This is an optimization exercise on Yosys and OpenROAD, whose aim is small area and few clock cycles, not a production implementation. The RTL was checked by simulation tests, not by an equivalence proof against the original design. Power and IR drop assume default switching activity. The clock port is modelled as an ideal driver; clocking choices that lean on that would not hold on a real chip.

==> flow/design.v (excerpt) <==
module framer #(
    parameter CAPACITY = 64
) (
    input  wire       clk,
    input  wire       rst,
    input  wire       rx_valid,
    input  wire [7:0] rx_data,
    output wire       rx_ready,
    output wire       tx_valid,
    output wire [7:0] tx_data,
    input  wire       tx_ready,
    output wire       proc_valid,
    output wire [5:0] proc_len,
    input  wire [5:0] proc_addr,
    input  wire       proc_we,
    input  wire [7:0] proc_wdata,
    output wire [7:0] proc_rdata,
    input  wire       proc_done,
    input  wire [5:0] proc_rlen
);
Size in the first run: ~1400 cells after synthesis, roughly 530 flip-flops, ~59 I/O pins, roughly 22000 sq um of cells after synthesis.
make LEC_CHECK=0 CAP_MARGIN=20 CORE_MARGIN=2 CORE_UTILIZATION=60 CTS_BUF_LIST=sky130_fd_sc_hd__clkbuf_16 CTS_CLUSTER_DIAMETER=100 CTS_CLUSTER_SIZE=25 PLACE_DENSITY=0.7 SETUP_SLACK_MARGIN=0.1 SLEW_MARGIN=20 SYNTH_HIERARCHICAL=1 finish   # period 5.5 ns
run.sh (not shown) runs the stock make flow with config.mk's settings and CLKGATE_MAP_FILE= SYNTH_SCRIPT=/design/flow/synth_recipe.tcl, a recipe that flattens the netlist after the stock synthesis.
The baseline finished with timing, DRC and antenna clean.
Testbench counts at the start, summed over its fixed seeds: cycles 87,179.
Then changed:
==> flow/flow/run.sh (new file) <==
#!/bin/bash
# The standard layout, with plain buffers on the ports and no CTS dummy loads.
set -euo pipefail
export BUFFER_PORTS_ARGS="-buffer_cell sky130_fd_sc_hd__buf_2"
export REMOVE_ABC_BUFFERS=1
export CTS_ARGS="-sink_clustering_enable -repair_clock_nets -sink_clustering_size 25 -sink_clustering_max_diameter 100 -buf_list sky130_fd_sc_hd__clkbuf_16 -dont_use_dummy_load"
bash standard.sh > standard_flow.log 2>&1
==> flow/standard.sh (new file) <==
#!/bin/bash
# synth_recipe.tcl (not shown) runs the flow's synth.tcl, then flattens the netlist and writes it again
# the make line also repeats each setting of config.mk as NAME=value (left out here)
make -C /OpenROAD-flow-scripts/flow DESIGN_CONFIG=/design/flow/config.mk WORK_HOME=/design/flow/orfs CLKGATE_MAP_FILE= SYNTH_SCRIPT=/design/flow/synth_recipe.tcl "${@:-finish}"
CORE_UTILIZATION = 66   (was 60)
CTS_BUF_LIST = default   (was sky130_fd_sc_hd__clkbuf_16)
CTS_CLUSTER_DIAMETER = default   (was 100)
CTS_CLUSTER_SIZE = default   (was 25)
GPL_TIMING_DRIVEN = 0   (was default)
PLACE_DENSITY = 0.74   (was 0.7)
removed: flow/run.sh
=> The new run finished but failed the layout checks on setup timing. Clock-buffer cell count is unchanged. Global-route usage goes down by 0.43 points. Maximum frequency came out lower slightly. Final cell count is lower by roughly a tenth. Routed wire length fell by roughly a tenth. First-iteration DRC count rises by a quarter to a third.
Then changed:
==> flow/run.sh (new file) <==
#!/bin/bash
# synth_recipe.tcl (not shown) runs the flow's synth.tcl, then flattens the netlist and writes it again
# the make line also repeats each setting of config.mk as NAME=value (left out here)
make -C /OpenROAD-flow-scripts/flow DESIGN_CONFIG=/design/flow/config.mk WORK_HOME=/design/flow/orfs CLKGATE_MAP_FILE= SYNTH_SCRIPT=/design/flow/synth_recipe.tcl finish
CORE_UTILIZATION = 60   (was 66)
CTS_BUF_LIST = sky130_fd_sc_hd__clkbuf_16   (was default)
CTS_CLUSTER_DIAMETER = 100   (was default)
CTS_CLUSTER_SIZE = 25   (was default)
PLACE_DENSITY = 0.7   (was 0.74)
removed: flow/flow/run.sh
removed: flow/standard.sh
Now the flow finished clean.
Die area goes up by 9.8%.
Fmax goes up by 1.8%.
Core utilization goes down by 2.3 points.
Final cell count goes up by 6.4%.
Worst setup slack gains 0.098 ns.
Register-to-register slack gains 0.04 ns.
Routed wire length goes up by 11%.
Via count goes up by 1.8%.
Clock skew goes down by 0.037 ns.
Then changed:
==> flow/flow/run.sh (new file) <==
#!/bin/bash
# The standard layout, with plain buffers on the ports and no CTS dummy loads.
set -euo pipefail
export BUFFER_PORTS_ARGS="-buffer_cell sky130_fd_sc_hd__buf_2"
export REMOVE_ABC_BUFFERS=1
export CTS_ARGS="-sink_clustering_enable -repair_clock_nets -sink_clustering_size 25 -sink_clustering_max_diameter 100 -buf_list sky130_fd_sc_hd__clkbuf_16 -dont_use_dummy_load"
bash standard.sh > standard_flow.log 2>&1
==> flow/standard.sh (new file) <==
#!/bin/bash
# synth_recipe.tcl (not shown) runs the flow's synth.tcl, then flattens the netlist and writes it again
# the make line also repeats each setting of config.mk as NAME=value (left out here)
make -C /OpenROAD-flow-scripts/flow DESIGN_CONFIG=/design/flow/config.mk WORK_HOME=/design/flow/orfs CLKGATE_MAP_FILE= SYNTH_SCRIPT=/design/flow/synth_recipe.tcl "${@:-finish}"
removed: flow/run.sh
Setup slack gains 0.032 ns.
Power goes down by about 1.3%.
Non-clock buffer count goes down by 86.
Global-route usage goes down by 2.7 points.
Routed wire length goes down by 7.1%.
Synthesized cell count stays the same.
Die area does not change.
First-iteration DRC count goes up by 5.4%.
Final cell count goes down by 4.7%.
Cell area goes down by 5.2%.

========
Setup of lane 1:
framer, a different RTL version from the one above (not shown whole).
For scale: ~530 flip-flops, ~0.021 mm2 of cells after synthesis.
clock: 5.5 ns
lec_check: 0
cap_margin: 5
core_margin: 2
core_utilization: 60
gpl_timing_driven: 0
place_density: 0.62
setup_slack_margin: 0.15
slew_margin: 5
synth_hierarchical: 1
standard.sh (not shown) runs the stock make flow with config.mk's settings and CLKGATE_MAP_FILE= SYNTH_SCRIPT=/design/flow/synth_recipe.tcl, a recipe that flattens the netlist after the stock synthesis.
==> flow/flow/run.sh <==
#!/bin/bash
# The standard layout, with plain buffers on the ports and no CTS dummy loads.
set -euo pipefail
export BUFFER_PORTS_ARGS="-buffer_cell sky130_fd_sc_hd__buf_2"
export REMOVE_ABC_BUFFERS=1
export CTS_ARGS="-sink_clustering_enable -repair_clock_nets -sink_clustering_size 30 -sink_clustering_max_diameter 100 -buf_list sky130_fd_sc_hd__clkbuf_16 -dont_use_dummy_load"
bash standard.sh > standard_flow.log 2>&1
Both conditions hold for lane 1: the flow ran to the end and the final layout passed the timing, design-rule and antenna checks.
Testbench counts of lane 1, summed over its fixed seeds: cycles 87,179.
Inputs modified between lane 1 and lane 2:
--- a/flow/config.mk
+++ b/flow/config.mk
@@ -8 +8 @@
-export CAP_MARGIN = 5
+export CAP_MARGIN = 20
@@ -10 +10 @@
-export CORE_UTILIZATION = 60
+export CORE_UTILIZATION = 63
@@ -12,3 +12,3 @@
-export PLACE_DENSITY = 0.62
-export SETUP_SLACK_MARGIN = 0.15
-export SLEW_MARGIN = 5
+export PLACE_DENSITY = 0.72
+export SETUP_SLACK_MARGIN = 0.05
+export SLEW_MARGIN = 20
## What came out
To summarise lane 2: no stage aborted, but the layout did not pass its checks, failing on negative setup slack.
Comparing lane 2 with lane 1, the relative area change from synthesis to final layout came out essentially unchanged.
Of lane 1 and lane 2, lane 2 shows the lower post-cts resize count, with lane 1 above it.
From lane 1 to lane 2 the numbers moved as follows: portion of total power attributed to the clock network now sits lower, non-clock buffer count -1.
Across both runs, post-route minimum period was higher for lane 2 than for lane 1.
Lane 2 reports a higher violation count after the first detailed-route iteration than lane 1 does.
Lane 2 against lane 1; post-route non-filler standard cell count is down slightly.

========
framer again, from the RTL that the note above started with.
Settings: LEC_CHECK=0, CAP_MARGIN=10, CORE_MARGIN=2, CORE_UTILIZATION=60, GPL_TIMING_DRIVEN=0, PLACE_DENSITY=0.7, SETUP_SLACK_MARGIN=0.12, SLEW_MARGIN=10, SYNTH_HIERARCHICAL=1; clock period 5.5 ns.
Scripts as last shown in full above: flow/flow/run.sh
Testbench counts at the start, summed over its fixed seeds: cycles 87,179.
Next try:
--- a/flow/config.mk
+++ b/flow/config.mk
@@ -6,10 +6,10 @@
 export NUM_CORES = 4
 export LEC_CHECK = 0
-export CAP_MARGIN = 10
+export CAP_MARGIN = 5
 export CORE_MARGIN = 2
 export CORE_UTILIZATION = 60
 export GPL_TIMING_DRIVEN = 0
 export PLACE_DENSITY = 0.7
-export SETUP_SLACK_MARGIN = 0.12
-export SLEW_MARGIN = 10
+export SETUP_SLACK_MARGIN = 0.05
+export SLEW_MARGIN = 5
 export SYNTH_HIERARCHICAL = 1
With this change the flow finished with negative setup slack left.
Total power hardly moves.
Flip-flop and latch count does not change.
Hold slack barely changes.
Die area does not change.
Synthesized cell count is unchanged.
Final area goes down slightly.
Next try:
--- a/flow/config.mk
+++ b/flow/config.mk
@@ -6,5 +6,5 @@
 export NUM_CORES = 4
 export LEC_CHECK = 0
-export CAP_MARGIN = 5
+export CAP_MARGIN = 20
 export CORE_MARGIN = 2
 export CORE_UTILIZATION = 60
@@ -12,4 +12,4 @@
 export PLACE_DENSITY = 0.7
 export SETUP_SLACK_MARGIN = 0.05
-export SLEW_MARGIN = 5
+export SLEW_MARGIN = 20
 export SYNTH_HIERARCHICAL = 1
The changed run finished with timing, DRC and antenna clean.
Count of clock-buffer cells in the layout is unchanged.
Worst hold slack improved by 0.0033 ns.
Register-to-register slack improved by 0.13 ns.
Core utilization increases by 0.66 points.
Total power is about the same.
Clock power barely changes.
Sequential share of layout area decreases by 0.70 points.
First-iteration DRC count increases by 6.0%.
Design area increases by 1.0%.
Via count increases by 0.72%.
Next try:
--- a/flow/config.mk
+++ b/flow/config.mk
@@ -6,10 +6,10 @@
 export NUM_CORES = 4
 export LEC_CHECK = 0
-export CAP_MARGIN = 20
+export CAP_MARGIN = 5
 export CORE_MARGIN = 2
 export CORE_UTILIZATION = 60
 export GPL_TIMING_DRIVEN = 0
 export PLACE_DENSITY = 0.7
-export SETUP_SLACK_MARGIN = 0.05
-export SLEW_MARGIN = 20
+export SETUP_SLACK_MARGIN = 0.15
+export SLEW_MARGIN = 5
 export SYNTH_HIERARCHICAL = 1
Result: Worst setup slack gets better by 0.033 ns; final area goes down by about 0.9%; power barely changes; via count is lower by 0.62%; area after synthesis is unchanged; first-iteration DRC count grows by 2.1%; clock skew is higher by 0.0085 ns.

========
the previous run:
The RTL this note starts from:
==> flow/design.v <==
module framer #(
    parameter CAPACITY = 64
) (
    input  wire       clk,
    input  wire       rst,
    input  wire       rx_valid,
    input  wire [7:0] rx_data,
    output wire       rx_ready,
    output wire       tx_valid,
    output wire [7:0] tx_data,
    input  wire       tx_ready,
    output wire       proc_valid,
    output wire [5:0] proc_len,
    input  wire [5:0] proc_addr,
    input  wire       proc_we,
    input  wire [7:0] proc_wdata,
    output wire [7:0] proc_rdata,
    input  wire       proc_done,
    input  wire [5:0] proc_rlen
);
    localparam HEAD = 5;
    localparam TAIL = 1;
    localparam MAXP = CAPACITY - HEAD - TAIL;
    localparam [7:0] START_SENTINEL     = 8'h1B;
    localparam [7:0] TOKEN_SENTINEL     = 8'h0E;
    localparam [7:0] ANSWER_CKSUM_ERROR = 8'hB0;
    localparam [7:0] STATUS_CKSUM_ERROR = 8'hC1;
    localparam [2:0] P_START   = 3'd0,
                     P_SEQ     = 3'd1,
                     P_LEN_MSB = 3'd2,
                     P_LEN_LSB = 3'd3,
                     P_TOKEN   = 3'd4,
                     P_DATA    = 3'd5,
                     P_CKSUM   = 3'd6;
    localparam [1:0] T_IDLE = 2'd0,
                     T_HDR  = 2'd1,
                     T_PAY  = 2'd2,
                     T_CK   = 2'd3;
    reg [7:0] buffer [0:MAXP-1];
    reg [2:0] st;
    reg [7:0] ck;
    reg [7:0] seq;
    reg       len_hz;        
    reg [5:0] len;
    reg [5:0] cnt;
    reg       calling;       
    reg [1:0] ts;
    reg [5:0] tidx;          
    reg [7:0] tq;            
    reg [5:0] rlen;
    reg       terr;          
    reg       trd;           
    reg [7:0] tck;
    wire tx_fire  = (ts != T_IDLE) && tx_ready;
    wire tx_free  = (ts == T_IDLE) || ((ts == T_CK) && tx_ready);
    wire seq_free  = !((ts == T_HDR) && (tidx[2:0] == 3'd4) && !tx_ready);
    wire slot_free = !trd || ((ts == T_PAY) && (tidx > cnt));
    assign proc_valid = calling && tx_free;
    assign proc_len   = len;
    wire [7:0] ck_next = ck ^ rx_data;
    wire       is_start = (rx_data == START_SENTINEL);
    reg rx_ok;
    always @(*) begin
        case (st)
            P_SEQ:   rx_ok = seq_free;
            P_DATA:  rx_ok = slot_free;
            P_CKSUM: rx_ok = tx_free || (ck_next == 8'h00);
            default: rx_ok = 1'b1;
        endcase
    end
    assign rx_ready = calling ? ((st == P_START) && !is_start) : rx_ok;
    wire rx_fire = rx_valid && rx_ready;
    wire call_end = proc_valid && proc_done;
    wire [5:0] rd_addr  = trd ? tidx : proc_addr;
    wire [MAXP-1:0]   rsel;
    wire [8*MAXP-1:0] rflat;
    wire [7:0]        rd_byte;
    genvar gi;
    generate
        for (gi = 0; gi < MAXP; gi = gi + 1) begin : g_rflat
            assign rflat[8*gi +: 8] = buffer[gi];
        end
    endgenerate
    framer_dec #(.N(MAXP)) u_rdec (.a(rd_addr), .sel(rsel));
    framer_rmux #(.N(MAXP)) u_rmux (.sel(rsel), .d(rflat), .q(rd_byte));
    assign proc_rdata = rd_byte;
    wire       wr_en   = calling ? (proc_valid && proc_we) : (rx_fire && (st == P_DATA));
    wire [5:0] wr_addr = calling ? proc_addr : cnt;
    wire [7:0] wr_data = calling ? proc_wdata : rx_data;
    always @(posedge clk) begin
        if (wr_en && (wr_addr < MAXP))
            buffer[wr_addr] <= wr_data;
    end
    wire       hdr_end = (tidx[2:0] == 3'd0);    
    wire       last    = (ts == T_PAY) && (tidx == rlen);
    reg  [7:0] tbyte;
    always @(*) begin
        if (last)
            tbyte = tck ^ tq;
        else if ((ts == T_PAY) || hdr_end)
            tbyte = terr ? (tidx[0] ? STATUS_CKSUM_ERROR : ANSWER_CKSUM_ERROR)
                         : rd_byte;
        else case (tidx[1:0])
            2'd0:    tbyte = seq;
            2'd1:    tbyte = 8'h00;
            2'd2:    tbyte = {2'b00, rlen};
            default: tbyte = TOKEN_SENTINEL;
        endcase
    end
    assign tx_valid = (ts != T_IDLE);
    assign tx_data  = tq;
    wire ld_ok  = call_end && (proc_rlen != 6'd0);
    wire ld_err = rx_fire && !calling && (st == P_CKSUM) && (ck_next != 8'h00);
    always @(posedge clk) begin
        if (rst) begin
            ts  <= T_IDLE;
            trd <= 1'b0;
        end else if (ld_ok || ld_err) begin
            ts   <= T_HDR;
            tidx <= 6'd60;
            tq   <= START_SENTINEL;
            tck  <= 8'h00;
            terr <= ld_err;
            trd  <= !ld_err;
            rlen <= ld_err ? 6'd2 : proc_rlen;
        end else if (tx_fire) begin
            tck  <= tck ^ tq;
            tq   <= tbyte;
            tidx <= tidx + 1'b1;
            case (ts)
                T_HDR: if (hdr_end)
                    ts <= T_PAY;
                T_PAY: if (last) begin
                    ts  <= T_CK;
                    trd <= 1'b0;
                end
                default: ts <= T_IDLE;
            endcase
        end
    end
    always @(posedge clk) begin
        if (rst) begin
            st      <= P_START;
            calling <= 1'b0;
        end else begin
            if (call_end)
                calling <= 1'b0;
            if (rx_fire) begin
                case (st)
                    P_START: if (is_start) begin
                        ck <= rx_data;
                        st <= P_SEQ;
                    end
                    P_SEQ: begin
                        ck  <= ck_next;
                        seq <= rx_data;
                        st  <= P_LEN_MSB;
                    end
                    P_LEN_MSB: begin
                        ck     <= ck_next;
                        len_hz <= (rx_data == 8'h00);
                        st     <= P_LEN_LSB;
                    end
                    P_LEN_LSB: begin
                        ck  <= ck_next;
                        len <= rx_data[5:0];
                        cnt <= 6'd0;
                        st  <= (len_hz && (rx_data != 8'h00) && (rx_data <= MAXP))
                               ? P_TOKEN : P_START;
                    end
                    P_TOKEN: begin
                        ck <= ck_next;
                        st <= (rx_data == TOKEN_SENTINEL) ? P_DATA : P_START;
                    end
                    P_DATA: begin
                        ck  <= ck_next;
                        cnt <= cnt + 1'b1;
                        if (cnt + 1'b1 == len)
                            st <= P_CKSUM;
                    end
                    P_CKSUM: begin
                        st <= P_START;
                        if (ck_next == 8'h00)
                            calling <= 1'b1;
                    end
                    default: st <= P_START;
                endcase
            end
        end
    end
endmodule
module framer_dec #(
    parameter N = 58
) (
    input  wire [5:0]   a,
    output wire [N-1:0] sel
);
    genvar i;
    generate
        for (i = 0; i < N; i = i + 1) begin : g_sel
            assign sel[i] = (a == i);
        end
    endgenerate
endmodule
module framer_rmux #(
    parameter N = 58
) (
    input  wire [N-1:0]   sel,
    input  wire [8*N-1:0] d,
    output reg  [7:0]     q
);
    integer i;
    always @(*) begin
        q = 8'h00;
        for (i = 0; i < N; i = i + 1)
            q = q | (d[8*i +: 8] & {8{sel[i]}});
    end
endmodule
==> flow/config.mk <==
export PLATFORM = sky130hd
export DESIGN_NAME = framer
export DESIGN_NICKNAME = framer
export VERILOG_FILES = /design/flow/design.v
export SDC_FILE = /design/flow/constraint.sdc
export NUM_CORES = 4
export LEC_CHECK = 0
export CAP_MARGIN = 0
export CORE_MARGIN = 2
export CORE_UTILIZATION = 60
export GPL_TIMING_DRIVEN = 0
export PLACE_DENSITY = 0.7
export SETUP_SLACK_MARGIN = 0.15
export SLEW_MARGIN = 0
export SYNTH_HIERARCHICAL = 1
==> flow/constraint.sdc <==
create_clock -name core_clock -period 5.5 [get_ports {clk}]
set_input_delay 1.1000 -clock core_clock [delete_from_list [all_inputs] [get_ports {clk}]]
set_output_delay 1.1000 -clock core_clock [all_outputs]
set_load 0.01 [all_outputs]
Scripts as last shown in full above: flow/flow/run.sh
Per the final summary, the previous run finished and its layout is clean on timing, DRC and antenna.
Testbench counts of the previous run, summed over its fixed seeds: cycles 87,179.
Input changes introduced in the current run (baseline for comparison: the previous run):
- CAP_MARGIN changed from 0 to 10
- CORE_UTILIZATION changed from 60 to 63
- PLACE_DENSITY changed from 0.7 to 0.72
- SETUP_SLACK_MARGIN changed from 0.15 to 0.12
- SLEW_MARGIN changed from 0 to 10
==> comparison <==
- Going from the previous run to the current run, the peak per-stage delay on the critical path was found to have gone up by 20 ps.
- Lower final estimated routing congestion in global placement goes to the current run over the previous run.
- Diff the previous run -> the current run: signed area change from the synthesized netlist to the final layout rose by 0.74 points; clock share of power now sits lower.

-- what the ideal ports hide --
The results above use ideal ports. As a check the final layouts listed here were re-extracted and re-timed, cells and wires unchanged.
Step 1 assumes that a clkbuf_16 drives the clock port and a buf_2 every other input.
Step 2, shift: input delay + t, output delay - t, t = (earliest + latest rising clock arrival at the registers) / 2. This alone moves slack from input paths to output paths.
Slacks: ideal / step 1 / step 2; pairs: ideal / step 1.
run	t (ns)	slack for setup (ns)	worst hold slack (ns)	slew at the worst register clock pin (ns)	cell pins on the clock port's net
the first run of note 1	0.635	0.083 / 0.036 / 0.036	0.588 / 0.588 / 0.588	0.11 / 0.11	1
the second run of note 1	0.607	-0.006 / -0.062 / 0.385	0.613 / 0.613 / 0.613	0.11 / 0.11	1
the third run of note 1	0.635	0.092 / 0.039 / 0.045	0.578 / 0.578 / 0.578	0.11 / 0.11	1
the fourth run of note 1	0.598	0.124 / 0.069 / 0.511	0.616 / 0.616 / 0.616	0.10 / 0.10	1
lane 1	0.615	0.194 / 0.140 / 0.140	0.576 / 0.576 / 0.576	0.12 / 0.12	1
lane 2	0.603	-0.004 / -0.058 / -0.031	0.581 / 0.581 / 0.581	0.12 / 0.12	1
the first run of note 3	0.597	0.241 / 0.191 / 0.206	0.609 / 0.609 / 0.609	0.11 / 0.11	1
the second run of note 3	0.607	-0.007 / -0.059 / -0.059	0.611 / 0.611 / 0.611	0.11 / 0.11	1
the third run of note 3	0.605	0.121 / 0.065 / 0.065	0.615 / 0.615 / 0.615	0.12 / 0.12	1
the fourth run of note 3	0.605	0.154 / 0.095 / 0.095	0.610 / 0.610 / 0.610	0.11 / 0.11	1
the previous run	0.615	0.104 / 0.034 / 0.034	0.609 / 0.609 / 0.609	0.12 / 0.12	1
the current run	0.600	0.144 / 0.079 / 0.079	0.575 / 0.575 / 0.575	0.12 / 0.12	1
The setup slack of the previous run, which loses most, moves by -0.070 ns with the drivers and by -0.070 ns with both steps.
